What follows belongs to an exercise in optimizing a design on an open flow for small area; a production flow would make more cautious choices. Function was checked by simulation only, so behaviour that the tests miss may differ from the original. The clock input has no modelled driver; a real chip could not lean on it and would need a root buffer or a full tree. Power and IR drop assume default switching activity.

==> design/flow/design.v <==
module rc5_decoder (
    input  wire        clk,
    input  wire        rst,           
    input  wire        req_valid,
    input  wire [35:0] req,
    input  wire [31:0] LOW_BOUND,
    input  wire [31:0] HIGH_BOUND,
    output wire [16:0] rsp,
    output wire        available,
    output wire        evt_en,
    output wire        tick_clr
);
    reg        p1, p0;
    reg [13:0] shn;                  
    wire [31:0] ticks = req[31:0];
    wire [15:0] w     = req[15:0];
    wire        o2    = req[35];
    wire        o1    = req[34];
    wire        o0    = req[33];
    wire [32:1] lc, hc;
    wire t_n0;
    rc5_inv   u_ti0 (.a(ticks[0]), .y(t_n0));
    rc5_nor2  u_lc0 (.a(t_n0), .b(LOW_BOUND[0]), .y(lc[1]));    
    rc5_nand2 u_hc0 (.a(t_n0), .b(HIGH_BOUND[0]), .y(hc[1]));    
    wire t_n1, l_nor1, l_nand1, h_nor1, h_nand1;
    rc5_inv   u_ti1 (.a(ticks[1]), .y(t_n1));
    rc5_nor2  u_lo1 (.a(t_n1), .b(LOW_BOUND[1]), .y(l_nor1));
    rc5_nand2 u_la1 (.a(t_n1), .b(LOW_BOUND[1]), .y(l_nand1));
    rc5_nor2  u_ho1 (.a(t_n1), .b(HIGH_BOUND[1]), .y(h_nor1));
    rc5_nand2 u_ha1 (.a(t_n1), .b(HIGH_BOUND[1]), .y(h_nand1));
    rc5_o21ai u_lc1 (.a1(l_nor1), .a2(lc[1]), .b1(l_nand1), .y(lc[2]));
    rc5_o21ai u_hc1 (.a1(h_nor1), .a2(hc[1]), .b1(h_nand1), .y(hc[2]));
    wire t_n2;
    rc5_inv   u_ti2 (.a(ticks[2]), .y(t_n2));
    rc5_maj3  u_lc2 (.a(t_n2), .b(LOW_BOUND[2]), .c(lc[2]), .y(lc[3]));
    rc5_maj3  u_hc2 (.a(t_n2), .b(HIGH_BOUND[2]), .c(hc[2]), .y(hc[3]));
    wire t_n3;
    rc5_inv   u_ti3 (.a(ticks[3]), .y(t_n3));
    rc5_maj3  u_lc3 (.a(t_n3), .b(LOW_BOUND[3]), .c(lc[3]), .y(lc[4]));
    rc5_maj3  u_hc3 (.a(t_n3), .b(HIGH_BOUND[3]), .c(hc[3]), .y(hc[4]));
    wire t_n4;
    rc5_inv   u_ti4 (.a(ticks[4]), .y(t_n4));
    rc5_maj3  u_lc4 (.a(t_n4), .b(LOW_BOUND[4]), .c(lc[4]), .y(lc[5]));
    rc5_maj3  u_hc4 (.a(t_n4), .b(HIGH_BOUND[4]), .c(hc[4]), .y(hc[5]));
    wire t_n5;
    rc5_inv   u_ti5 (.a(ticks[5]), .y(t_n5));
    rc5_maj3  u_lc5 (.a(t_n5), .b(LOW_BOUND[5]), .c(lc[5]), .y(lc[6]));
    rc5_maj3  u_hc5 (.a(t_n5), .b(HIGH_BOUND[5]), .c(hc[5]), .y(hc[6]));
    wire lb_n6, hb_n6, l_and6, l_or6, h_and6, h_or6;
    rc5_inv   u_li6 (.a(LOW_BOUND[6]), .y(lb_n6));
    rc5_inv   u_hi6 (.a(HIGH_BOUND[6]), .y(hb_n6));
    rc5_nor2  u_la6 (.a(ticks[6]), .b(lb_n6), .y(l_and6));
    rc5_nand2 u_lo6 (.a(ticks[6]), .b(lb_n6), .y(l_or6));
    rc5_nor2  u_ha6 (.a(ticks[6]), .b(hb_n6), .y(h_and6));
    rc5_nand2 u_ho6 (.a(ticks[6]), .b(hb_n6), .y(h_or6));
    rc5_o21ai u_lc6 (.a1(l_and6), .a2(lc[6]), .b1(l_or6), .y(lc[7]));
    rc5_o21ai u_hc6 (.a1(h_and6), .a2(hc[6]), .b1(h_or6), .y(hc[7]));
    wire t_n7, l_nor7, l_nand7, h_nor7, h_nand7;
    rc5_inv   u_ti7 (.a(ticks[7]), .y(t_n7));
    rc5_nor2  u_lo7 (.a(t_n7), .b(LOW_BOUND[7]), .y(l_nor7));
    rc5_nand2 u_la7 (.a(t_n7), .b(LOW_BOUND[7]), .y(l_nand7));
    rc5_nor2  u_ho7 (.a(t_n7), .b(HIGH_BOUND[7]), .y(h_nor7));
    rc5_nand2 u_ha7 (.a(t_n7), .b(HIGH_BOUND[7]), .y(h_nand7));
    rc5_o21ai u_lc7 (.a1(l_nor7), .a2(lc[7]), .b1(l_nand7), .y(lc[8]));
    rc5_o21ai u_hc7 (.a1(h_nor7), .a2(hc[7]), .b1(h_nand7), .y(hc[8]));
    wire lb_n8, hb_n8, l_and8, l_or8, h_and8, h_or8;
    rc5_inv   u_li8 (.a(LOW_BOUND[8]), .y(lb_n8));
    rc5_inv   u_hi8 (.a(HIGH_BOUND[8]), .y(hb_n8));
    rc5_nor2  u_la8 (.a(ticks[8]), .b(lb_n8), .y(l_and8));
    rc5_nand2 u_lo8 (.a(ticks[8]), .b(lb_n8), .y(l_or8));
    rc5_nor2  u_ha8 (.a(ticks[8]), .b(hb_n8), .y(h_and8));
    rc5_nand2 u_ho8 (.a(ticks[8]), .b(hb_n8), .y(h_or8));
    rc5_o21ai u_lc8 (.a1(l_and8), .a2(lc[8]), .b1(l_or8), .y(lc[9]));
    rc5_o21ai u_hc8 (.a1(h_and8), .a2(hc[8]), .b1(h_or8), .y(hc[9]));
    wire t_n9, l_nor9, l_nand9, h_nor9, h_nand9;
    rc5_inv   u_ti9 (.a(ticks[9]), .y(t_n9));
    rc5_nor2  u_lo9 (.a(t_n9), .b(LOW_BOUND[9]), .y(l_nor9));
    rc5_nand2 u_la9 (.a(t_n9), .b(LOW_BOUND[9]), .y(l_nand9));
    rc5_nor2  u_ho9 (.a(t_n9), .b(HIGH_BOUND[9]), .y(h_nor9));
    rc5_nand2 u_ha9 (.a(t_n9), .b(HIGH_BOUND[9]), .y(h_nand9));
    rc5_o21ai u_lc9 (.a1(l_nor9), .a2(lc[9]), .b1(l_nand9), .y(lc[10]));
    rc5_o21ai u_hc9 (.a1(h_nor9), .a2(hc[9]), .b1(h_nand9), .y(hc[10]));
    wire lb_n10, hb_n10, l_and10, l_or10, h_and10, h_or10;
    rc5_inv   u_li10 (.a(LOW_BOUND[10]), .y(lb_n10));
    rc5_inv   u_hi10 (.a(HIGH_BOUND[10]), .y(hb_n10));
    rc5_nor2  u_la10 (.a(ticks[10]), .b(lb_n10), .y(l_and10));
    rc5_nand2 u_lo10 (.a(ticks[10]), .b(lb_n10), .y(l_or10));
    rc5_nor2  u_ha10 (.a(ticks[10]), .b(hb_n10), .y(h_and10));
    rc5_nand2 u_ho10 (.a(ticks[10]), .b(hb_n10), .y(h_or10));
    rc5_o21ai u_lc10 (.a1(l_and10), .a2(lc[10]), .b1(l_or10), .y(lc[11]));
    rc5_o21ai u_hc10 (.a1(h_and10), .a2(hc[10]), .b1(h_or10), .y(hc[11]));
    wire t_n11, l_nor11, l_nand11, h_nor11, h_nand11;
    rc5_inv   u_ti11 (.a(ticks[11]), .y(t_n11));
    rc5_nor2  u_lo11 (.a(t_n11), .b(LOW_BOUND[11]), .y(l_nor11));
    rc5_nand2 u_la11 (.a(t_n11), .b(LOW_BOUND[11]), .y(l_nand11));
    rc5_nor2  u_ho11 (.a(t_n11), .b(HIGH_BOUND[11]), .y(h_nor11));
    rc5_nand2 u_ha11 (.a(t_n11), .b(HIGH_BOUND[11]), .y(h_nand11));
    rc5_o21ai u_lc11 (.a1(l_nor11), .a2(lc[11]), .b1(l_nand11), .y(lc[12]));
    rc5_o21ai u_hc11 (.a1(h_nor11), .a2(hc[11]), .b1(h_nand11), .y(hc[12]));
    wire lb_n12, hb_n12, l_and12, l_or12, h_and12, h_or12;
    rc5_inv   u_li12 (.a(LOW_BOUND[12]), .y(lb_n12));
    rc5_inv   u_hi12 (.a(HIGH_BOUND[12]), .y(hb_n12));
    rc5_nor2  u_la12 (.a(ticks[12]), .b(lb_n12), .y(l_and12));
    rc5_nand2 u_lo12 (.a(ticks[12]), .b(lb_n12), .y(l_or12));
    rc5_nor2  u_ha12 (.a(ticks[12]), .b(hb_n12), .y(h_and12));
    rc5_nand2 u_ho12 (.a(ticks[12]), .b(hb_n12), .y(h_or12));
    rc5_o21ai u_lc12 (.a1(l_and12), .a2(lc[12]), .b1(l_or12), .y(lc[13]));
    rc5_o21ai u_hc12 (.a1(h_and12), .a2(hc[12]), .b1(h_or12), .y(hc[13]));
    wire t_n13, l_nor13, l_nand13, h_nor13, h_nand13;
    rc5_inv   u_ti13 (.a(ticks[13]), .y(t_n13));
    rc5_nor2  u_lo13 (.a(t_n13), .b(LOW_BOUND[13]), .y(l_nor13));
    rc5_nand2 u_la13 (.a(t_n13), .b(LOW_BOUND[13]), .y(l_nand13));
    rc5_nor2  u_ho13 (.a(t_n13), .b(HIGH_BOUND[13]), .y(h_nor13));
    rc5_nand2 u_ha13 (.a(t_n13), .b(HIGH_BOUND[13]), .y(h_nand13));
    rc5_o21ai u_lc13 (.a1(l_nor13), .a2(lc[13]), .b1(l_nand13), .y(lc[14]));
    rc5_o21ai u_hc13 (.a1(h_nor13), .a2(hc[13]), .b1(h_nand13), .y(hc[14]));
    wire lb_n14, hb_n14, l_and14, l_or14, h_and14, h_or14;
    rc5_inv   u_li14 (.a(LOW_BOUND[14]), .y(lb_n14));
    rc5_inv   u_hi14 (.a(HIGH_BOUND[14]), .y(hb_n14));
    rc5_nor2  u_la14 (.a(ticks[14]), .b(lb_n14), .y(l_and14));
    rc5_nand2 u_lo14 (.a(ticks[14]), .b(lb_n14), .y(l_or14));
    rc5_nor2  u_ha14 (.a(ticks[14]), .b(hb_n14), .y(h_and14));
    rc5_nand2 u_ho14 (.a(ticks[14]), .b(hb_n14), .y(h_or14));
    rc5_o21ai u_lc14 (.a1(l_and14), .a2(lc[14]), .b1(l_or14), .y(lc[15]));
    rc5_o21ai u_hc14 (.a1(h_and14), .a2(hc[14]), .b1(h_or14), .y(hc[15]));
    wire t_n15, l_nor15, l_nand15, h_nor15, h_nand15;
    rc5_inv   u_ti15 (.a(ticks[15]), .y(t_n15));
    rc5_nor2  u_lo15 (.a(t_n15), .b(LOW_BOUND[15]), .y(l_nor15));
    rc5_nand2 u_la15 (.a(t_n15), .b(LOW_BOUND[15]), .y(l_nand15));
    rc5_nor2  u_ho15 (.a(t_n15), .b(HIGH_BOUND[15]), .y(h_nor15));
    rc5_nand2 u_ha15 (.a(t_n15), .b(HIGH_BOUND[15]), .y(h_nand15));
    rc5_o21ai u_lc15 (.a1(l_nor15), .a2(lc[15]), .b1(l_nand15), .y(lc[16]));
    rc5_o21ai u_hc15 (.a1(h_nor15), .a2(hc[15]), .b1(h_nand15), .y(hc[16]));
    wire lb_n16, hb_n16, l_and16, l_or16, h_and16, h_or16;
    rc5_inv   u_li16 (.a(LOW_BOUND[16]), .y(lb_n16));
    rc5_inv   u_hi16 (.a(HIGH_BOUND[16]), .y(hb_n16));
    rc5_nor2  u_la16 (.a(ticks[16]), .b(lb_n16), .y(l_and16));
    rc5_nand2 u_lo16 (.a(ticks[16]), .b(lb_n16), .y(l_or16));
    rc5_nor2  u_ha16 (.a(ticks[16]), .b(hb_n16), .y(h_and16));
    rc5_nand2 u_ho16 (.a(ticks[16]), .b(hb_n16), .y(h_or16));
    rc5_o21ai u_lc16 (.a1(l_and16), .a2(lc[16]), .b1(l_or16), .y(lc[17]));
    rc5_o21ai u_hc16 (.a1(h_and16), .a2(hc[16]), .b1(h_or16), .y(hc[17]));
    wire t_n17, l_nor17, l_nand17, h_nor17, h_nand17;
    rc5_inv   u_ti17 (.a(ticks[17]), .y(t_n17));
    rc5_nor2  u_lo17 (.a(t_n17), .b(LOW_BOUND[17]), .y(l_nor17));
    rc5_nand2 u_la17 (.a(t_n17), .b(LOW_BOUND[17]), .y(l_nand17));
    rc5_nor2  u_ho17 (.a(t_n17), .b(HIGH_BOUND[17]), .y(h_nor17));
    rc5_nand2 u_ha17 (.a(t_n17), .b(HIGH_BOUND[17]), .y(h_nand17));
    rc5_o21ai u_lc17 (.a1(l_nor17), .a2(lc[17]), .b1(l_nand17), .y(lc[18]));
    rc5_o21ai u_hc17 (.a1(h_nor17), .a2(hc[17]), .b1(h_nand17), .y(hc[18]));
    wire lb_n18, hb_n18, l_and18, l_or18, h_and18, h_or18;
    rc5_inv   u_li18 (.a(LOW_BOUND[18]), .y(lb_n18));
    rc5_inv   u_hi18 (.a(HIGH_BOUND[18]), .y(hb_n18));
    rc5_nor2  u_la18 (.a(ticks[18]), .b(lb_n18), .y(l_and18));
    rc5_nand2 u_lo18 (.a(ticks[18]), .b(lb_n18), .y(l_or18));
    rc5_nor2  u_ha18 (.a(ticks[18]), .b(hb_n18), .y(h_and18));
    rc5_nand2 u_ho18 (.a(ticks[18]), .b(hb_n18), .y(h_or18));
    rc5_o21ai u_lc18 (.a1(l_and18), .a2(lc[18]), .b1(l_or18), .y(lc[19]));
    rc5_o21ai u_hc18 (.a1(h_and18), .a2(hc[18]), .b1(h_or18), .y(hc[19]));
    wire t_n19, l_nor19, l_nand19, h_nor19, h_nand19;
    rc5_inv   u_ti19 (.a(ticks[19]), .y(t_n19));
    rc5_nor2  u_lo19 (.a(t_n19), .b(LOW_BOUND[19]), .y(l_nor19));
    rc5_nand2 u_la19 (.a(t_n19), .b(LOW_BOUND[19]), .y(l_nand19));
    rc5_nor2  u_ho19 (.a(t_n19), .b(HIGH_BOUND[19]), .y(h_nor19));
    rc5_nand2 u_ha19 (.a(t_n19), .b(HIGH_BOUND[19]), .y(h_nand19));
    rc5_o21ai u_lc19 (.a1(l_nor19), .a2(lc[19]), .b1(l_nand19), .y(lc[20]));
    rc5_o21ai u_hc19 (.a1(h_nor19), .a2(hc[19]), .b1(h_nand19), .y(hc[20]));
    wire lb_n20, hb_n20, l_and20, l_or20, h_and20, h_or20;
    rc5_inv   u_li20 (.a(LOW_BOUND[20]), .y(lb_n20));
    rc5_inv   u_hi20 (.a(HIGH_BOUND[20]), .y(hb_n20));
    rc5_nor2  u_la20 (.a(ticks[20]), .b(lb_n20), .y(l_and20));
    rc5_nand2 u_lo20 (.a(ticks[20]), .b(lb_n20), .y(l_or20));
    rc5_nor2  u_ha20 (.a(ticks[20]), .b(hb_n20), .y(h_and20));
    rc5_nand2 u_ho20 (.a(ticks[20]), .b(hb_n20), .y(h_or20));
    rc5_o21ai u_lc20 (.a1(l_and20), .a2(lc[20]), .b1(l_or20), .y(lc[21]));
    rc5_o21ai u_hc20 (.a1(h_and20), .a2(hc[20]), .b1(h_or20), .y(hc[21]));
    wire t_n21, l_nor21, l_nand21, h_nor21, h_nand21;
    rc5_inv   u_ti21 (.a(ticks[21]), .y(t_n21));
    rc5_nor2  u_lo21 (.a(t_n21), .b(LOW_BOUND[21]), .y(l_nor21));
    rc5_nand2 u_la21 (.a(t_n21), .b(LOW_BOUND[21]), .y(l_nand21));
    rc5_nor2  u_ho21 (.a(t_n21), .b(HIGH_BOUND[21]), .y(h_nor21));
    rc5_nand2 u_ha21 (.a(t_n21), .b(HIGH_BOUND[21]), .y(h_nand21));
    rc5_o21ai u_lc21 (.a1(l_nor21), .a2(lc[21]), .b1(l_nand21), .y(lc[22]));
    rc5_o21ai u_hc21 (.a1(h_nor21), .a2(hc[21]), .b1(h_nand21), .y(hc[22]));
    wire lb_n22, hb_n22, l_and22, l_or22, h_and22, h_or22;
    rc5_inv   u_li22 (.a(LOW_BOUND[22]), .y(lb_n22));
    rc5_inv   u_hi22 (.a(HIGH_BOUND[22]), .y(hb_n22));
    rc5_nor2  u_la22 (.a(ticks[22]), .b(lb_n22), .y(l_and22));
    rc5_nand2 u_lo22 (.a(ticks[22]), .b(lb_n22), .y(l_or22));
    rc5_nor2  u_ha22 (.a(ticks[22]), .b(hb_n22), .y(h_and22));
    rc5_nand2 u_ho22 (.a(ticks[22]), .b(hb_n22), .y(h_or22));
    rc5_o21ai u_lc22 (.a1(l_and22), .a2(lc[22]), .b1(l_or22), .y(lc[23]));
    rc5_o21ai u_hc22 (.a1(h_and22), .a2(hc[22]), .b1(h_or22), .y(hc[23]));
    wire t_n23, l_nor23, l_nand23, h_nor23, h_nand23;
    rc5_inv   u_ti23 (.a(ticks[23]), .y(t_n23));
    rc5_nor2  u_lo23 (.a(t_n23), .b(LOW_BOUND[23]), .y(l_nor23));
    rc5_nand2 u_la23 (.a(t_n23), .b(LOW_BOUND[23]), .y(l_nand23));
    rc5_nor2  u_ho23 (.a(t_n23), .b(HIGH_BOUND[23]), .y(h_nor23));
    rc5_nand2 u_ha23 (.a(t_n23), .b(HIGH_BOUND[23]), .y(h_nand23));
    rc5_o21ai u_lc23 (.a1(l_nor23), .a2(lc[23]), .b1(l_nand23), .y(lc[24]));
    rc5_o21ai u_hc23 (.a1(h_nor23), .a2(hc[23]), .b1(h_nand23), .y(hc[24]));
    wire lb_n24, hb_n24, l_and24, l_or24, h_and24, h_or24;
    rc5_inv   u_li24 (.a(LOW_BOUND[24]), .y(lb_n24));
    rc5_inv   u_hi24 (.a(HIGH_BOUND[24]), .y(hb_n24));
    rc5_nor2  u_la24 (.a(ticks[24]), .b(lb_n24), .y(l_and24));
    rc5_nand2 u_lo24 (.a(ticks[24]), .b(lb_n24), .y(l_or24));
    rc5_nor2  u_ha24 (.a(ticks[24]), .b(hb_n24), .y(h_and24));
    rc5_nand2 u_ho24 (.a(ticks[24]), .b(hb_n24), .y(h_or24));
    rc5_o21ai u_lc24 (.a1(l_and24), .a2(lc[24]), .b1(l_or24), .y(lc[25]));
    rc5_o21ai u_hc24 (.a1(h_and24), .a2(hc[24]), .b1(h_or24), .y(hc[25]));
    wire t_n25, l_nor25, l_nand25, h_nor25, h_nand25;
    rc5_inv   u_ti25 (.a(ticks[25]), .y(t_n25));
    rc5_nor2  u_lo25 (.a(t_n25), .b(LOW_BOUND[25]), .y(l_nor25));
    rc5_nand2 u_la25 (.a(t_n25), .b(LOW_BOUND[25]), .y(l_nand25));
    rc5_nor2  u_ho25 (.a(t_n25), .b(HIGH_BOUND[25]), .y(h_nor25));
    rc5_nand2 u_ha25 (.a(t_n25), .b(HIGH_BOUND[25]), .y(h_nand25));
    rc5_o21ai u_lc25 (.a1(l_nor25), .a2(lc[25]), .b1(l_nand25), .y(lc[26]));
    rc5_o21ai u_hc25 (.a1(h_nor25), .a2(hc[25]), .b1(h_nand25), .y(hc[26]));
    wire lb_n26, hb_n26, l_and26, l_or26, h_and26, h_or26;
    rc5_inv   u_li26 (.a(LOW_BOUND[26]), .y(lb_n26));
    rc5_inv   u_hi26 (.a(HIGH_BOUND[26]), .y(hb_n26));
    rc5_nor2  u_la26 (.a(ticks[26]), .b(lb_n26), .y(l_and26));
    rc5_nand2 u_lo26 (.a(ticks[26]), .b(lb_n26), .y(l_or26));
    rc5_nor2  u_ha26 (.a(ticks[26]), .b(hb_n26), .y(h_and26));
    rc5_nand2 u_ho26 (.a(ticks[26]), .b(hb_n26), .y(h_or26));
    rc5_o21ai u_lc26 (.a1(l_and26), .a2(lc[26]), .b1(l_or26), .y(lc[27]));
    rc5_o21ai u_hc26 (.a1(h_and26), .a2(hc[26]), .b1(h_or26), .y(hc[27]));
    wire t_n27, l_nor27, l_nand27, h_nor27, h_nand27;
    rc5_inv   u_ti27 (.a(ticks[27]), .y(t_n27));
    rc5_nor2  u_lo27 (.a(t_n27), .b(LOW_BOUND[27]), .y(l_nor27));
    rc5_nand2 u_la27 (.a(t_n27), .b(LOW_BOUND[27]), .y(l_nand27));
    rc5_nor2  u_ho27 (.a(t_n27), .b(HIGH_BOUND[27]), .y(h_nor27));
    rc5_nand2 u_ha27 (.a(t_n27), .b(HIGH_BOUND[27]), .y(h_nand27));
    rc5_o21ai u_lc27 (.a1(l_nor27), .a2(lc[27]), .b1(l_nand27), .y(lc[28]));
    rc5_o21ai u_hc27 (.a1(h_nor27), .a2(hc[27]), .b1(h_nand27), .y(hc[28]));
    wire lb_n28, hb_n28, l_and28, l_or28, h_and28, h_or28;
    rc5_inv   u_li28 (.a(LOW_BOUND[28]), .y(lb_n28));
    rc5_inv   u_hi28 (.a(HIGH_BOUND[28]), .y(hb_n28));
    rc5_nor2  u_la28 (.a(ticks[28]), .b(lb_n28), .y(l_and28));
    rc5_nand2 u_lo28 (.a(ticks[28]), .b(lb_n28), .y(l_or28));
    rc5_nor2  u_ha28 (.a(ticks[28]), .b(hb_n28), .y(h_and28));
    rc5_nand2 u_ho28 (.a(ticks[28]), .b(hb_n28), .y(h_or28));
    rc5_o21ai u_lc28 (.a1(l_and28), .a2(lc[28]), .b1(l_or28), .y(lc[29]));
    rc5_o21ai u_hc28 (.a1(h_and28), .a2(hc[28]), .b1(h_or28), .y(hc[29]));
    wire t_n29, l_nor29, l_nand29, h_nor29, h_nand29;
    rc5_inv   u_ti29 (.a(ticks[29]), .y(t_n29));
    rc5_nor2  u_lo29 (.a(t_n29), .b(LOW_BOUND[29]), .y(l_nor29));
    rc5_nand2 u_la29 (.a(t_n29), .b(LOW_BOUND[29]), .y(l_nand29));
    rc5_nor2  u_ho29 (.a(t_n29), .b(HIGH_BOUND[29]), .y(h_nor29));
    rc5_nand2 u_ha29 (.a(t_n29), .b(HIGH_BOUND[29]), .y(h_nand29));
    rc5_o21ai u_lc29 (.a1(l_nor29), .a2(lc[29]), .b1(l_nand29), .y(lc[30]));
    rc5_o21ai u_hc29 (.a1(h_nor29), .a2(hc[29]), .b1(h_nand29), .y(hc[30]));
    wire lb_n30, hb_n30, l_and30, l_or30, h_and30, h_or30;
    rc5_inv   u_li30 (.a(LOW_BOUND[30]), .y(lb_n30));
    rc5_inv   u_hi30 (.a(HIGH_BOUND[30]), .y(hb_n30));
    rc5_nor2  u_la30 (.a(ticks[30]), .b(lb_n30), .y(l_and30));
    rc5_nand2 u_lo30 (.a(ticks[30]), .b(lb_n30), .y(l_or30));
    rc5_nor2  u_ha30 (.a(ticks[30]), .b(hb_n30), .y(h_and30));
    rc5_nand2 u_ho30 (.a(ticks[30]), .b(hb_n30), .y(h_or30));
    rc5_o21ai u_lc30 (.a1(l_and30), .a2(lc[30]), .b1(l_or30), .y(lc[31]));
    rc5_o21ai u_hc30 (.a1(h_and30), .a2(hc[30]), .b1(h_or30), .y(hc[31]));
    wire t_n31, l_nor31, l_nand31, h_nor31, h_nand31;
    rc5_inv   u_ti31 (.a(ticks[31]), .y(t_n31));
    rc5_nor2  u_lo31 (.a(t_n31), .b(LOW_BOUND[31]), .y(l_nor31));
    rc5_nand2 u_la31 (.a(t_n31), .b(LOW_BOUND[31]), .y(l_nand31));
    rc5_nor2  u_ho31 (.a(t_n31), .b(HIGH_BOUND[31]), .y(h_nor31));
    rc5_nand2 u_ha31 (.a(t_n31), .b(HIGH_BOUND[31]), .y(h_nand31));
    rc5_o21ai u_lc31 (.a1(l_nor31), .a2(lc[31]), .b1(l_nand31), .y(lc[32]));
    rc5_o21ai u_hc31 (.a1(h_nor31), .a2(hc[31]), .b1(h_nand31), .y(hc[32]));
    wire is_long;
    rc5_nor2b u_long (.a(lc[32]), .b(hc[32]), .y(is_long));    
    wire en, x10, nd, deliver, arm;
    rc5_or2    u_en   (.a(p1), .b(p0), .y(en));                        
    rc5_xor2   u_x10  (.a(o1), .b(o0), .y(x10));
    rc5_nand3  u_nd   (.a(req_valid), .b(x10), .c(en), .y(nd));
    rc5_nor3   u_dlv  (.a(nd), .b(o2), .c(rst), .y(deliver));
    assign tick_clr = deliver;
    rc5_and4b  u_arm  (.a(o2), .b(req_valid), .c(o1), .d(o0), .y(arm));    
    wire eL_n, eP;
    rc5_mux2i  u_el   (.s(o0), .a1(is_long), .a0(req[1]), .y(eL_n));    
    rc5_mux2   u_ep   (.s(o0), .a1(req[32]), .a0(req[0]), .y(eP));
    wire nb, y_bad, m_err_n, err, emit, d_a, d_b, done;
    rc5_xnor2  u_nb   (.a(shn[0]), .b(p0), .y(nb));                    
    rc5_xnor2  u_ybad (.a(eP), .b(nb), .y(y_bad));                     
    rc5_maj3   u_merr (.a(eL_n), .b(shn[13]), .c(p0), .y(m_err_n));
    rc5_nand2b u_err  (.a(y_bad), .b(m_err_n), .y(err));               
    rc5_nand2  u_emit (.a(p0), .b(eL_n), .y(emit));                    
    rc5_nor2   u_da   (.a(nb), .b(shn[12]), .y(d_a));                  
    rc5_nor2   u_db   (.a(shn[0]), .b(shn[13]), .y(d_b));              
    rc5_mux2   u_done (.s(emit), .a1(d_a), .a0(d_b), .y(done));
    wire p1_d, p1_m_n, z, dp_n, x_n, w_n, p1_nx, p0_nx;
    rc5_o21ai  u_p1d  (.a1(err), .a2(done), .b1(p1), .y(p1_d));         
    rc5_mux2i  u_p1m  (.s(deliver), .a1(p1_d), .a0(p1), .y(p1_m_n));
    rc5_nor3   u_p1n  (.a(rst), .b(arm), .c(p1_m_n), .y(p1_nx));
    rc5_a21oi  u_z    (.a1(p0), .a2(eL_n), .b1(d_a), .y(z));            
    rc5_nand2  u_dp   (.a(deliver), .b(p1), .y(dp_n));
    rc5_a21oi  u_x    (.a1(p0), .a2(dp_n), .b1(arm), .y(x_n));
    rc5_o21ai  u_w    (.a1(err), .a2(z), .b1(deliver), .y(w_n));
    rc5_a21oi  u_p0n  (.a1(x_n), .a2(w_n), .b1(rst), .y(p0_nx));
    wire p1_n, sft_n, hold, shift, h13_n;
    rc5_inv    u_p1n2 (.a(p1), .y(p1_n));
    rc5_nand3  u_sft  (.a(deliver), .b(p1), .c(emit), .y(sft_n));      
    rc5_o21ai  u_hold (.a1(p1_n), .a2(emit), .b1(deliver), .y(hold));  
    rc5_inv    u_shf  (.a(hold), .y(shift));
    rc5_nand2b u_h13  (.a(rst), .b(hold), .y(h13_n));                  
    wire [13:0] shn_nx;
    genvar k;
    generate
        for (k = 1; k < 13; k = k + 1) begin : g_sh
            rc5_o22a u_sh (.a1(sft_n), .a2(shn[k-1]), .b1(shift), .b2(shn[k]), .y(shn_nx[k]));
        end
    endgenerate
    rc5_a2bb2o u_sh0 (.a1_n(sft_n), .a2_n(nb), .b1(hold), .b2(shn[0]), .y(shn_nx[0]));
    rc5_o22a u_sh13 (.a1(sft_n), .a2(shn[12]), .b1(h13_n), .b2(shn[13]), .y(shn_nx[13]));
    always @(posedge clk) begin
        p1  <= p1_nx;
        p0  <= p0_nx;
        shn <= shn_nx;
    end
    wire g, avail, ga_n, take_n, xcmd, xtog, xaddr;
    rc5_and3b  u_g    (.a(rst), .b(req_valid), .c(o2), .y(g));         
    rc5_nor2   u_av   (.a(en), .b(shn[13]), .y(avail));                
    rc5_nand2  u_ga   (.a(g), .b(avail), .y(ga_n));
    rc5_or3    u_take (.a(o1), .b(o0), .c(ga_n), .y(take_n));          
    rc5_and3b  u_xc   (.a(o1), .b(g), .c(o0), .y(xcmd));
    rc5_and3b  u_xt   (.a(o0), .b(g), .c(o1), .y(xtog));
    rc5_and3   u_xa   (.a(g), .b(o1), .c(o0), .y(xaddr));
    assign available = avail;
    assign evt_en    = en;
    rc5_o31a   u_r16  (.a1(o1), .a2(o0), .a3(avail), .b1(g), .y(rsp[16]));
    assign rsp[15:14] = 2'b00;
    generate
        for (k = 6; k < 14; k = k + 1) begin : g_rw
            rc5_nor2 u_r (.a(take_n), .b(shn[k]), .y(rsp[k]));
        end
        for (k = 1; k < 5; k = k + 1) begin : g_rc
            wire c_n, a_n;
            rc5_nand2  u_c (.a(xcmd), .b(w[k]), .y(c_n));
            rc5_nand2  u_a (.a(xaddr), .b(w[k+6]), .y(a_n));
            rc5_o211ai u_r (.a1(take_n), .a2(shn[k]), .b1(c_n), .c1(a_n), .y(rsp[k]));
        end
    endgenerate
    wire r5_c, r0_ct, r0_a;
    rc5_nand2  u_r5c (.a(xcmd), .b(w[5]), .y(r5_c));
    rc5_o21ai  u_r5  (.a1(take_n), .a2(shn[5]), .b1(r5_c), .y(rsp[5]));
    rc5_a22oi  u_r0c (.a1(xcmd), .a2(w[0]), .b1(xtog), .b2(w[11]), .y(r0_ct));
    rc5_nand2  u_r0a (.a(xaddr), .b(w[6]), .y(r0_a));
    rc5_o211ai u_r0  (.a1(take_n), .a2(shn[0]), .b1(r0_ct), .c1(r0_a), .y(rsp[0]));
endmodule
module rc5_inv    (input wire a, output wire y);                          assign y = ~a;                  endmodule
module rc5_nand2  (input wire a, input wire b, output wire y);            assign y = ~(a & b);            endmodule
module rc5_nor2   (input wire a, input wire b, output wire y);            assign y = ~(a | b);            endmodule
module rc5_or2    (input wire a, input wire b, output wire y);            assign y = a | b;               endmodule
module rc5_xor2   (input wire a, input wire b, output wire y);            assign y = a ^ b;               endmodule
module rc5_xnor2  (input wire a, input wire b, output wire y);            assign y = ~(a ^ b);            endmodule
module rc5_nor2b  (input wire a, input wire b, output wire y);            assign y = ~a & b;              endmodule
module rc5_nand2b (input wire a, input wire b, output wire y);            assign y = a | ~b;              endmodule
module rc5_nand3  (input wire a, input wire b, input wire c, output wire y); assign y = ~(a & b & c);     endmodule
module rc5_nor3   (input wire a, input wire b, input wire c, output wire y); assign y = ~(a | b | c);     endmodule
module rc5_and3   (input wire a, input wire b, input wire c, output wire y); assign y = a & b & c;        endmodule
module rc5_and3b  (input wire a, input wire b, input wire c, output wire y); assign y = ~a & b & c;       endmodule
module rc5_nor3b  (input wire a, input wire b, input wire c, output wire y); assign y = ~a & ~b & c;      endmodule
module rc5_or3b   (input wire a, input wire b, input wire c, output wire y); assign y = a | b | ~c;       endmodule
module rc5_maj3   (input wire a, input wire b, input wire c, output wire y); assign y = (a & b) | (c & (a | b)); endmodule
module rc5_and4b  (input wire a, input wire b, input wire c, input wire d, output wire y); assign y = ~a & b & c & d;    endmodule
module rc5_mux2   (input wire s, input wire a1, input wire a0, output wire y); assign y = s ? a1 : a0;     endmodule
module rc5_mux2i  (input wire s, input wire a1, input wire a0, output wire y); assign y = ~(s ? a1 : a0);  endmodule
module rc5_o21ai  (input wire a1, input wire a2, input wire b1, output wire y); assign y = ~((a1 | a2) & b1); endmodule
module rc5_or3    (input wire a, input wire b, input wire c, output wire y); assign y = a | b | c;        endmodule
module rc5_o21a   (input wire a1, input wire a2, input wire b1, output wire y); assign y = (a1 | a2) & b1;  endmodule
module rc5_o22a   (input wire a1, input wire a2, input wire b1, input wire b2, output wire y);
    assign y = (a1 | a2) & (b1 | b2);
endmodule
module rc5_o211ai (input wire a1, input wire a2, input wire b1, input wire c1, output wire y);
    assign y = ~((a1 | a2) & b1 & c1);
endmodule
module rc5_a2bb2o (input wire a1_n, input wire a2_n, input wire b1, input wire b2, output wire y);
    assign y = (~a1_n & ~a2_n) | (b1 & b2);
endmodule
module rc5_a21oi  (input wire a1, input wire a2, input wire b1, output wire y); assign y = ~((a1 & a2) | b1); endmodule
module rc5_o31a   (input wire a1, input wire a2, input wire a3, input wire b1, output wire y);
    assign y = (a1 | a2 | a3) & b1;
endmodule
module rc5_a22oi  (input wire a1, input wire a2, input wire b1, input wire b2, output wire y);
    assign y = ~((a1 & a2) | (b1 & b2));
endmodule
==> design/flow/flow/run.sh <==
#!/bin/bash
# The standard layout (standard.sh, standard synthesis script), with:
#  * DONT_USE_CELLS: the platform's list plus the larger drive strengths of
#    the logic cells (flow/dont_use.txt), so that synthesis maps the
#    single-gate modules of the RTL to the smallest cells;
#  * port buffers of the smallest buffer cell (buf_1) instead of the cell
#    buffer_ports picks by default;
#  * a clock tree of clkbuf_4 cells, one sink cluster and no dummy loads,
#    which flow/post_cts.tcl (run at the end of the CTS step) collapses to
#    its root buffer, sized to clkbuf_8, driving all 16 registers.
# The whole output of the flow goes to standard_flow.log; ORFS keeps each
# step's log under orfs/logs/.
set -euo pipefail
here=$(cd "$(dirname "$0")" && pwd)
DONT_USE=$(cat "$here/dont_use.txt")
CTS="-sink_clustering_enable -repair_clock_nets -dont_use_dummy_load"
CTS="$CTS -buf_list sky130_fd_sc_hd__clkbuf_4 -root_buf sky130_fd_sc_hd__clkbuf_4"
CTS="$CTS -sink_clustering_buffer sky130_fd_sc_hd__clkbuf_4"
CTS="$CTS -sink_clustering_size 30 -sink_clustering_max_diameter 300"
bash standard.sh "DONT_USE_CELLS=$DONT_USE" \
    "BUFFER_PORTS_ARGS=-buffer_cell sky130_fd_sc_hd__buf_1" \
    "CTS_ARGS=$CTS" "POST_CTS_TCL=$here/post_cts.tcl" finish > standard_flow.log 2>&1
==> design/flow/flow/dont_use.txt <==
sky130_fd_sc_hd__probe_p_8 sky130_fd_sc_hd__probec_p_8 sky130_fd_sc_hd__lpflow_bleeder_1 sky130_fd_sc_hd__lpflow_bleeder_1 sky130_fd_sc_hd__lpflow_clkbufkapwr_1 sky130_fd_sc_hd__lpflow_clkbufkapwr_16 sky130_fd_sc_hd__lpflow_clkbufkapwr_2 sky130_fd_sc_hd__lpflow_clkbufkapwr_4 sky130_fd_sc_hd__lpflow_clkbufkapwr_8 sky130_fd_sc_hd__lpflow_clkinvkapwr_1 sky130_fd_sc_hd__lpflow_clkinvkapwr_16 sky130_fd_sc_hd__lpflow_clkinvkapwr_2 sky130_fd_sc_hd__lpflow_clkinvkapwr_4 sky130_fd_sc_hd__lpflow_clkinvkapwr_8 sky130_fd_sc_hd__lpflow_decapkapwr_12 sky130_fd_sc_hd__lpflow_decapkapwr_3 sky130_fd_sc_hd__lpflow_decapkapwr_4 sky130_fd_sc_hd__lpflow_decapkapwr_6 sky130_fd_sc_hd__lpflow_decapkapwr_8 sky130_fd_sc_hd__lpflow_inputiso0n_1 sky130_fd_sc_hd__lpflow_inputiso0p_1 sky130_fd_sc_hd__lpflow_inputiso1n_1 sky130_fd_sc_hd__lpflow_inputiso1p_1 sky130_fd_sc_hd__lpflow_inputisolatch_1 sky130_fd_sc_hd__lpflow_isobufsrc_1 sky130_fd_sc_hd__lpflow_isobufsrc_16 sky130_fd_sc_hd__lpflow_isobufsrc_2 sky130_fd_sc_hd__lpflow_isobufsrc_4 sky130_fd_sc_hd__lpflow_isobufsrc_8 sky130_fd_sc_hd__lpflow_isobufsrckapwr_16 sky130_fd_sc_hd__lpflow_lsbuf_lh_hl_isowell_tap_1 sky130_fd_sc_hd__lpflow_lsbuf_lh_hl_isowell_tap_2 sky130_fd_sc_hd__lpflow_lsbuf_lh_hl_isowell_tap_4 sky130_fd_sc_hd__lpflow_lsbuf_lh_isowell_4 sky130_fd_sc_hd__lpflow_lsbuf_lh_isowell_tap_1 sky130_fd_sc_hd__lpflow_lsbuf_lh_isowell_tap_2 sky130_fd_sc_hd__lpflow_lsbuf_lh_isowell_tap_4 sky130_fd_sc_hd__a2111o_2 sky130_fd_sc_hd__a2111o_4 sky130_fd_sc_hd__a2111oi_2 sky130_fd_sc_hd__a2111oi_4 sky130_fd_sc_hd__a211o_2 sky130_fd_sc_hd__a211o_4 sky130_fd_sc_hd__a211oi_2 sky130_fd_sc_hd__a211oi_4 sky130_fd_sc_hd__a21bo_2 sky130_fd_sc_hd__a21bo_4 sky130_fd_sc_hd__a21boi_2 sky130_fd_sc_hd__a21boi_4 sky130_fd_sc_hd__a21o_2 sky130_fd_sc_hd__a21o_4 sky130_fd_sc_hd__a21oi_2 sky130_fd_sc_hd__a21oi_4 sky130_fd_sc_hd__a221o_2 sky130_fd_sc_hd__a221o_4 sky130_fd_sc_hd__a221oi_2 sky130_fd_sc_hd__a221oi_4 sky130_fd_sc_hd__a22o_2 sky130_fd_sc_hd__a22o_4 sky130_fd_sc_hd__a22oi_2 sky130_fd_sc_hd__a22oi_4 sky130_fd_sc_hd__a2bb2o_2 sky130_fd_sc_hd__a2bb2o_4 sky130_fd_sc_hd__a2bb2oi_2 sky130_fd_sc_hd__a2bb2oi_4 sky130_fd_sc_hd__a311o_2 sky130_fd_sc_hd__a311o_4 sky130_fd_sc_hd__a311oi_2 sky130_fd_sc_hd__a311oi_4 sky130_fd_sc_hd__a31o_2 sky130_fd_sc_hd__a31o_4 sky130_fd_sc_hd__a31oi_2 sky130_fd_sc_hd__a31oi_4 sky130_fd_sc_hd__a32o_2 sky130_fd_sc_hd__a32o_4 sky130_fd_sc_hd__a32oi_2 sky130_fd_sc_hd__a32oi_4 sky130_fd_sc_hd__a41o_2 sky130_fd_sc_hd__a41o_4 sky130_fd_sc_hd__a41oi_2 sky130_fd_sc_hd__a41oi_4 sky130_fd_sc_hd__and2_2 sky130_fd_sc_hd__and2_4 sky130_fd_sc_hd__and2b_2 sky130_fd_sc_hd__and2b_4 sky130_fd_sc_hd__and3_2 sky130_fd_sc_hd__and3_4 sky130_fd_sc_hd__and3b_2 sky130_fd_sc_hd__and3b_4 sky130_fd_sc_hd__and4_2 sky130_fd_sc_hd__and4_4 sky130_fd_sc_hd__and4b_2 sky130_fd_sc_hd__and4b_4 sky130_fd_sc_hd__and4bb_2 sky130_fd_sc_hd__and4bb_4 sky130_fd_sc_hd__dfbbn_2 sky130_fd_sc_hd__dfrbp_2 sky130_fd_sc_hd__dfrtp_2 sky130_fd_sc_hd__dfrtp_4 sky130_fd_sc_hd__dfsbp_2 sky130_fd_sc_hd__dfstp_2 sky130_fd_sc_hd__dfstp_4 sky130_fd_sc_hd__dlclkp_2 sky130_fd_sc_hd__dlclkp_4 sky130_fd_sc_hd__dlrbn_2 sky130_fd_sc_hd__dlrbp_2 sky130_fd_sc_hd__dlrtn_2 sky130_fd_sc_hd__dlrtn_4 sky130_fd_sc_hd__dlrtp_2 sky130_fd_sc_hd__dlrtp_4 sky130_fd_sc_hd__dlxbn_2 sky130_fd_sc_hd__dlxtn_2 sky130_fd_sc_hd__dlxtn_4 sky130_fd_sc_hd__ebufn_2 sky130_fd_sc_hd__ebufn_4 sky130_fd_sc_hd__ebufn_8 sky130_fd_sc_hd__einvn_2 sky130_fd_sc_hd__einvn_4 sky130_fd_sc_hd__einvn_8 sky130_fd_sc_hd__einvp_2 sky130_fd_sc_hd__einvp_4 sky130_fd_sc_hd__einvp_8 sky130_fd_sc_hd__fa_2 sky130_fd_sc_hd__fa_4 sky130_fd_sc_hd__ha_2 sky130_fd_sc_hd__ha_4 sky130_fd_sc_hd__inv_12 sky130_fd_sc_hd__inv_16 sky130_fd_sc_hd__inv_2 sky130_fd_sc_hd__inv_4 sky130_fd_sc_hd__inv_6 sky130_fd_sc_hd__inv_8 sky130_fd_sc_hd__maj3_2 sky130_fd_sc_hd__maj3_4 sky130_fd_sc_hd__mux2_2 sky130_fd_sc_hd__mux2_4 sky130_fd_sc_hd__mux2_8 sky130_fd_sc_hd__mux2i_2 sky130_fd_sc_hd__mux2i_4 sky130_fd_sc_hd__mux4_2 sky130_fd_sc_hd__mux4_4 sky130_fd_sc_hd__nand2_2 sky130_fd_sc_hd__nand2_4 sky130_fd_sc_hd__nand2_8 sky130_fd_sc_hd__nand2b_2 sky130_fd_sc_hd__nand2b_4 sky130_fd_sc_hd__nand3_2 sky130_fd_sc_hd__nand3_4 sky130_fd_sc_hd__nand3b_2 sky130_fd_sc_hd__nand3b_4 sky130_fd_sc_hd__nand4_2 sky130_fd_sc_hd__nand4_4 sky130_fd_sc_hd__nand4b_2 sky130_fd_sc_hd__nand4b_4 sky130_fd_sc_hd__nand4bb_2 sky130_fd_sc_hd__nand4bb_4 sky130_fd_sc_hd__nor2_2 sky130_fd_sc_hd__nor2_4 sky130_fd_sc_hd__nor2_8 sky130_fd_sc_hd__nor2b_2 sky130_fd_sc_hd__nor2b_4 sky130_fd_sc_hd__nor3_2 sky130_fd_sc_hd__nor3_4 sky130_fd_sc_hd__nor3b_2 sky130_fd_sc_hd__nor3b_4 sky130_fd_sc_hd__nor4_2 sky130_fd_sc_hd__nor4_4 sky130_fd_sc_hd__nor4b_2 sky130_fd_sc_hd__nor4b_4 sky130_fd_sc_hd__nor4bb_2 sky130_fd_sc_hd__nor4bb_4 sky130_fd_sc_hd__o2111a_2 sky130_fd_sc_hd__o2111a_4 sky130_fd_sc_hd__o2111ai_2 sky130_fd_sc_hd__o2111ai_4 sky130_fd_sc_hd__o211a_2 sky130_fd_sc_hd__o211a_4 sky130_fd_sc_hd__o211ai_2 sky130_fd_sc_hd__o211ai_4 sky130_fd_sc_hd__o21a_2 sky130_fd_sc_hd__o21a_4 sky130_fd_sc_hd__o21ai_2 sky130_fd_sc_hd__o21ai_4 sky130_fd_sc_hd__o21ba_2 sky130_fd_sc_hd__o21ba_4 sky130_fd_sc_hd__o21bai_2 sky130_fd_sc_hd__o21bai_4 sky130_fd_sc_hd__o221a_2 sky130_fd_sc_hd__o221a_4 sky130_fd_sc_hd__o221ai_2 sky130_fd_sc_hd__o221ai_4 sky130_fd_sc_hd__o22a_2 sky130_fd_sc_hd__o22a_4 sky130_fd_sc_hd__o22ai_2 sky130_fd_sc_hd__o22ai_4 sky130_fd_sc_hd__o2bb2a_2 sky130_fd_sc_hd__o2bb2a_4 sky130_fd_sc_hd__o2bb2ai_2 sky130_fd_sc_hd__o2bb2ai_4 sky130_fd_sc_hd__o311a_2 sky130_fd_sc_hd__o311a_4 sky130_fd_sc_hd__o311ai_2 sky130_fd_sc_hd__o311ai_4 sky130_fd_sc_hd__o31a_2 sky130_fd_sc_hd__o31a_4 sky130_fd_sc_hd__o31ai_2 sky130_fd_sc_hd__o31ai_4 sky130_fd_sc_hd__o32a_2 sky130_fd_sc_hd__o32a_4 sky130_fd_sc_hd__o32ai_2 sky130_fd_sc_hd__o32ai_4 sky130_fd_sc_hd__o41a_2 sky130_fd_sc_hd__o41a_4 sky130_fd_sc_hd__o41ai_2 sky130_fd_sc_hd__o41ai_4 sky130_fd_sc_hd__or2_2 sky130_fd_sc_hd__or2_4 sky130_fd_sc_hd__or2b_2 sky130_fd_sc_hd__or2b_4 sky130_fd_sc_hd__or3_2 sky130_fd_sc_hd__or3_4 sky130_fd_sc_hd__or3b_2 sky130_fd_sc_hd__or3b_4 sky130_fd_sc_hd__or4_2 sky130_fd_sc_hd__or4_4 sky130_fd_sc_hd__or4b_2 sky130_fd_sc_hd__or4b_4 sky130_fd_sc_hd__or4bb_2 sky130_fd_sc_hd__or4bb_4 sky130_fd_sc_hd__sdfbbn_2 sky130_fd_sc_hd__sdfrbp_2 sky130_fd_sc_hd__sdfrtp_2 sky130_fd_sc_hd__sdfrtp_4 sky130_fd_sc_hd__sdfsbp_2 sky130_fd_sc_hd__sdfstp_2 sky130_fd_sc_hd__sdfstp_4 sky130_fd_sc_hd__sdfxbp_2 sky130_fd_sc_hd__sdfxtp_2 sky130_fd_sc_hd__sdfxtp_4 sky130_fd_sc_hd__sdlclkp_2 sky130_fd_sc_hd__sdlclkp_4 sky130_fd_sc_hd__sedfxbp_2 sky130_fd_sc_hd__sedfxtp_2 sky130_fd_sc_hd__sedfxtp_4 sky130_fd_sc_hd__xnor2_2 sky130_fd_sc_hd__xnor2_4 sky130_fd_sc_hd__xnor3_2 sky130_fd_sc_hd__xnor3_4 sky130_fd_sc_hd__xor2_2 sky130_fd_sc_hd__xor2_4 sky130_fd_sc_hd__xor3_2 sky130_fd_sc_hd__xor3_4
==> design/flow/flow/post_cts.tcl <==
# Run by the CTS step after clock_tree_synthesis (POST_CTS_TCL): collapse
# the two-level clock tree built for these 16 registers to its root
# buffer, sized up to clkbuf_8, which then drives every register.
set db    [ord::get_db]
set block [ord::get_db_block]
set clk_port_net [$block findNet clk]
set roots {}
foreach it [$clk_port_net getITerms] {
  lappend roots [$it getInst]
}
if { [llength $roots] == 1 } {
  set root [lindex $roots 0]
  set root_net [[$root findITerm X] getNet]
  set leaves {}
  foreach it [$root_net getITerms] {
    set inst [$it getInst]
    if { [$it isInputSignal] && [string match "*clkbuf*" [[$inst getMaster] getName]] } {
      lappend leaves $inst
    }
  }
  foreach inst $leaves {
    set leaf_net [[$inst findITerm X] getNet]
    set sinks {}
    foreach s [$leaf_net getITerms] {
      if { [$s isInputSignal] } { lappend sinks $s }
    }
    foreach s $sinks {
      $s disconnect
      $s connect $root_net
    }
    puts "post_cts: removed [$inst getName] ([[$inst getMaster] getName]), [llength $sinks] sinks moved to [$root_net getName]"
    odb::dbInst_destroy $inst
    odb::dbNet_destroy $leaf_net
  }
  $root swapMaster [$db findMaster sky130_fd_sc_hd__clkbuf_8]
  puts "post_cts: root [$root getName] is now [[$root getMaster] getName]"
  detailed_placement
  check_placement -verbose
  estimate_parasitics -placement
  report_clock_skew
  report_worst_slack -max
  report_worst_slack -min
} else {
  puts "post_cts: clock port drives [llength $roots] cells, left as it is"
}
==> design/flow/standard.sh <==
#!/bin/bash
# synth_recipe.tcl (not shown) runs the flow's synth.tcl, then flattens the netlist and writes it again
# the make line also repeats each setting of config.mk as NAME=value (left out here)
make -C /OpenROAD-flow-scripts/flow DESIGN_CONFIG=/design/flow/config.mk WORK_HOME=/design/flow/orfs CLKGATE_MAP_FILE= SYNTH_SCRIPT=/design/flow/synth_recipe.tcl "${@:-finish}"
==> design/flow/config.mk <==
export PLATFORM = sky130hd
export DESIGN_NAME = rc5_decoder
export DESIGN_NICKNAME = rc5_decoder
export VERILOG_FILES = /design/flow/design.v
export SDC_FILE = /design/flow/constraint.sdc
export NUM_CORES = 4
export LEC_CHECK = 0
export CAP_MARGIN = 0
export CORE_MARGIN = 2
export CORE_UTILIZATION = 40
export SETUP_SLACK_MARGIN = -1.0
export SLEW_MARGIN = 0
export SYNTH_HIERARCHICAL = 1
export SYNTH_MINIMUM_KEEP_SIZE = 0
==> design/flow/constraint.sdc <==
create_clock -name core_clock -period 8.0 [get_ports {clk}]
set_input_delay 1.6000 -clock core_clock [delete_from_list [all_inputs] [get_ports {clk}]]
set_output_delay 1.6000 -clock core_clock [all_outputs]
set_load 0.01 [all_outputs]
==> qor.yml <==
floorplan:
  io-pin-count: 123
  core_sq_mm: 0.00429
  num_rows: 24
  floorplan.die_area_sq_mm: 0.00493
  floorplan.initialDensity_pct: 40.8
  height_of_the_die_um: 70.2
  chipWidth_um: 70.2
final_layout:
  final_cell_mix: "120 x sky130_fd_sc_hd__buf_1, 68 x sky130_fd_sc_hd__nand2_1, 66 x sky130_fd_sc_hd__nor2_1, 58 x sky130_fd_sc_hd__o21ai_1, 47 x sky130_fd_sc_hd__inv_1"
  nNetsFinal: 537
  finish.cell_count_without_fillers: 484
  antennaDiodeCount: 0
  fin_util_pct: 52.9
  mostFrequentLayoutCell: "sky130_fd_sc_hd__buf_1"
  area_delta_synth_final_pct: 29.6
  drive_above_1_share_pct: 0.231
worst_setup_path:
  worst_r2r_startpoint: "p0"
  timing.critical_path.slowest_stage_cell: "sky130_fd_sc_hd__maj3_1"
  arrival_ps: 7610
  worst_setup_path_startpoint: "req[1]"
  endpoint_kind: "register"
  critical_path_s_largest_stage_delay_ps: 360
  start_kind: "input port"
  cp.required_ps: 8050
  worstPathMaxFanout: 12
  timing.setup.critical_path_class: "input port to register"
  critical-path-top-cell-by-count: "sky130_fd_sc_hd__o21ai_1"
place:
  post-dp-hpwl_um: 4430
  portBuffers: 120
  numPlacedInstances: 483
  gp_congestion: 0.838
synth:
  synth_cell_type_count: 27
  syn_avg_cell_area_sq_um: 5.62
  ys.warnings.count: 7
  synth-edff-count: 0
  synthesis.area_sq_mm: 0.00175
  yosys_most_used_dff: "sky130_fd_sc_hd__dfxtp_1"
  yosys_register_bits: 16
  synth_cells: 312
  synth_seq_area_share_pct: 18.3
  synth-async-reset-ratio_pct: 0
global_route:
  grt_overflow_total: 0
  grtUsageMet1_pct: 29.1
  grt_usage_pct: 21.0
  grt_pass1_wl_um: 8420
  grt.busiest_layer: "met2"
  first_global_vias: 1925
  gr_met2_demand_resource_pct: 35.7
  grt_start_max_net_pins: 17
  grt_antenna_before_repair: 0
  use_met3_pct: 2.02
pwr:
  peakVddDrop_uv: 122
  power_leakage_nw: 1.02
  swShare_pct: 33.4
  clock_power_share_pct: 14.0
  pwr-share-seq_pct: 46.2
  share_comb_of_total_power_pct: 39.8
  switching_component_of_the_power_uw: 73.2
  power.internal_uw: 146
  fin_total_pwr_uw: 219
  pwr_density_cell_mw_per_mm2: 96.6
worst_hold_path:
  worstHoldPathType: "register to register"
  worst_hold_startpoint: "shn[1]"
sta:
  worst_hold_slack_ps: 522
  timing.final.max_slew_violations: 0
  post-route-min-period_ps: 7560
  report.final.setup_viol: 0
  timing.max_slew.rel_slack_pct: 62.0
  fin_crit_sh_pct: 94.5
  final.setup.tns_ps: 0
  tightestPinTransition_ps: 566
  finalHoldViolCount: 0
  fin_skew_ps: 0.574
  fmax_mhz: 132
routing:
  routed_wire_length_um: 5100
  viasPerCell: 4.71
  drt_first_iter_violations: 114
  detail_route_antenna_nets: 0
  average_wire_per_cell_in_the_routed_design_um: 10.5
  drtPass1Iterations: 5
  num_vias: 2278
  drc: 0
clock_tree:
  path_clk_slew_ps: 90
  clkLatencyLatePin_ps: 150
  clkSinkCount: 16
status:
  status: "finished clean"
job:
  max-cap-violations: 0
[modules after synthesis, one instance, submodules excluded, a selection]
module	flip-flops and latches	cells	area [sq um]
rc5_decoder	16	19	339
rc5_mux2	0	1	11.3
rc5_o31a	0	1	8.76
rc5_o22a	0	1	8.76
rc5_o211ai	0	1	7.51
rc5_or2	0	1	6.26
rc5_and3	0	1	6.26
rc5_nor3	0	1	5.00
rc5_a21oi	0	1	5.00
rc5_inv	0	1	3.75
[cell usage after synthesis, drive strengths merged (2+ instances only)]
| master | n | share of area, % |
|---|---|---|
| nand2 | 68 | 15 |
| nor2 | 66 | 14 |
| o21ai | 58 | 17 |
| inv | 47 | 10 |
| dfxtp | 16 | 18 |
| o22a | 13 | 6.5 |
| maj3 | 9 | 5.1 |
| o211ai | 5 | 2.1 |
| a21oi | 3 | 0.86 |
| and3b | 3 | 1.5 |
| buf | 2 | 0.86 |
| mux2 | 2 | 1.3 |
| mux2i | 2 | 1.1 |
| nand2b | 2 | 0.71 |
| nand3 | 2 | 0.57 |
| nor3 | 2 | 0.57 |
| xnor2 | 2 | 1.0 |
[path summary, 6_finish.rpt]
path              cells after the start       to  slack, ps
setup / recovery                     40  shn[11]        440
hold / removal                        1   shn[1]        520
setup reg to reg                      5  shn[11]       5800
hold reg to reg                       1   shn[1]        520
[metal layers]
| layer | vias up | wire [um] |
|---|---|---|
| li1 | 1255 | - |
| met1 | 934 | 2380 |
| met2 | 81 | 2280 |
| met3 | 8 | 362 |
| met4 | 0 | 77 |
| met5 | - | 0 |
[worst max-delay path, delay by kind of cell]
kind,cells,cell delay [ps]
AO/OA/AOI/OAI,29,3500
adder cells (fa/ha/maj),4,1420
multiplexers,1,230
AND/OR/NAND/NOR,3,370
buffers and inverters,3,460
[flip-flops by register name, indices dropped and copies added, names as in the netlist]
name and count:
shn 14, p1 1, p0 1
[cell type report]
class	instances	area (sq um)
clock buffers	1	13.8
fillers	489	2020
inverters	47	176
multi-input cells	248	1240
flip-flops and latches	16	320
well taps	52	65.1
repair buffers	120	450
[power by group through the flow]
stage	Combinational [mW]	Clock, mW	Sequential [mW]
after floorplan	0.0558	0	0.101
final	0.0874	0.0307	0.101
after global placement	0.0857	0	0.103
after detailed placement	0.0872	0	0.103
after global routing	0.102	0.0349	0.103
[logic make-up after synthesis]
family                     after synthesis  share of synthesized area (%)
and+or+nand+nor                        148                           34.0
AOI/OAI and AO/OA                       82                           27.5
buffers and inverters                   49                           10.9
DFF                                     16                           18.3
adders and majority gates                9                           5.14
muxes                                    4                           2.43
xor gates and xnor gates                 3                           1.50
other                                    1                          0.214
[per-stage QoR]
step / cell area (sq um) / setup WS [ps]
2_1_floorplan: 1760 / 1210
3_3_place_gp: 2260 / 307
3_5_place_dp: 2260 / 261
5_1_grt: 2270 / -399
6_report: 2270 / 442

static timing again, ports no longer ideal:
No port has a modelled driver above. Below, the same layout with a new extraction and two added sets of constraints.
Step 1 sets driving cells, clkbuf_16 on the clock port and buf_2 on the other inputs (assumed; they add their load-dependent delay and slew).
Step 2 times the ports against the registers' clock, not the clock port: input delays grow and output delays shrink by t, the midpoint of the rising clock arrivals with the driver on.
Three values: no drivers, after step 1, after step 2; two values: the first two.
t, ns: 0.171
setup slack, ns: 0.442 / 0.430 / 0.259
hold slack, ns: 0.522 / 0.522 / 0.522
worst setup path at the end: input to register
clock arrival spread, ns: 0.001 / 0.001
After both steps setup and hold are still met in this run. The setup slack of this run moves by -0.012 ns with the drivers and by -0.183 ns with both steps.
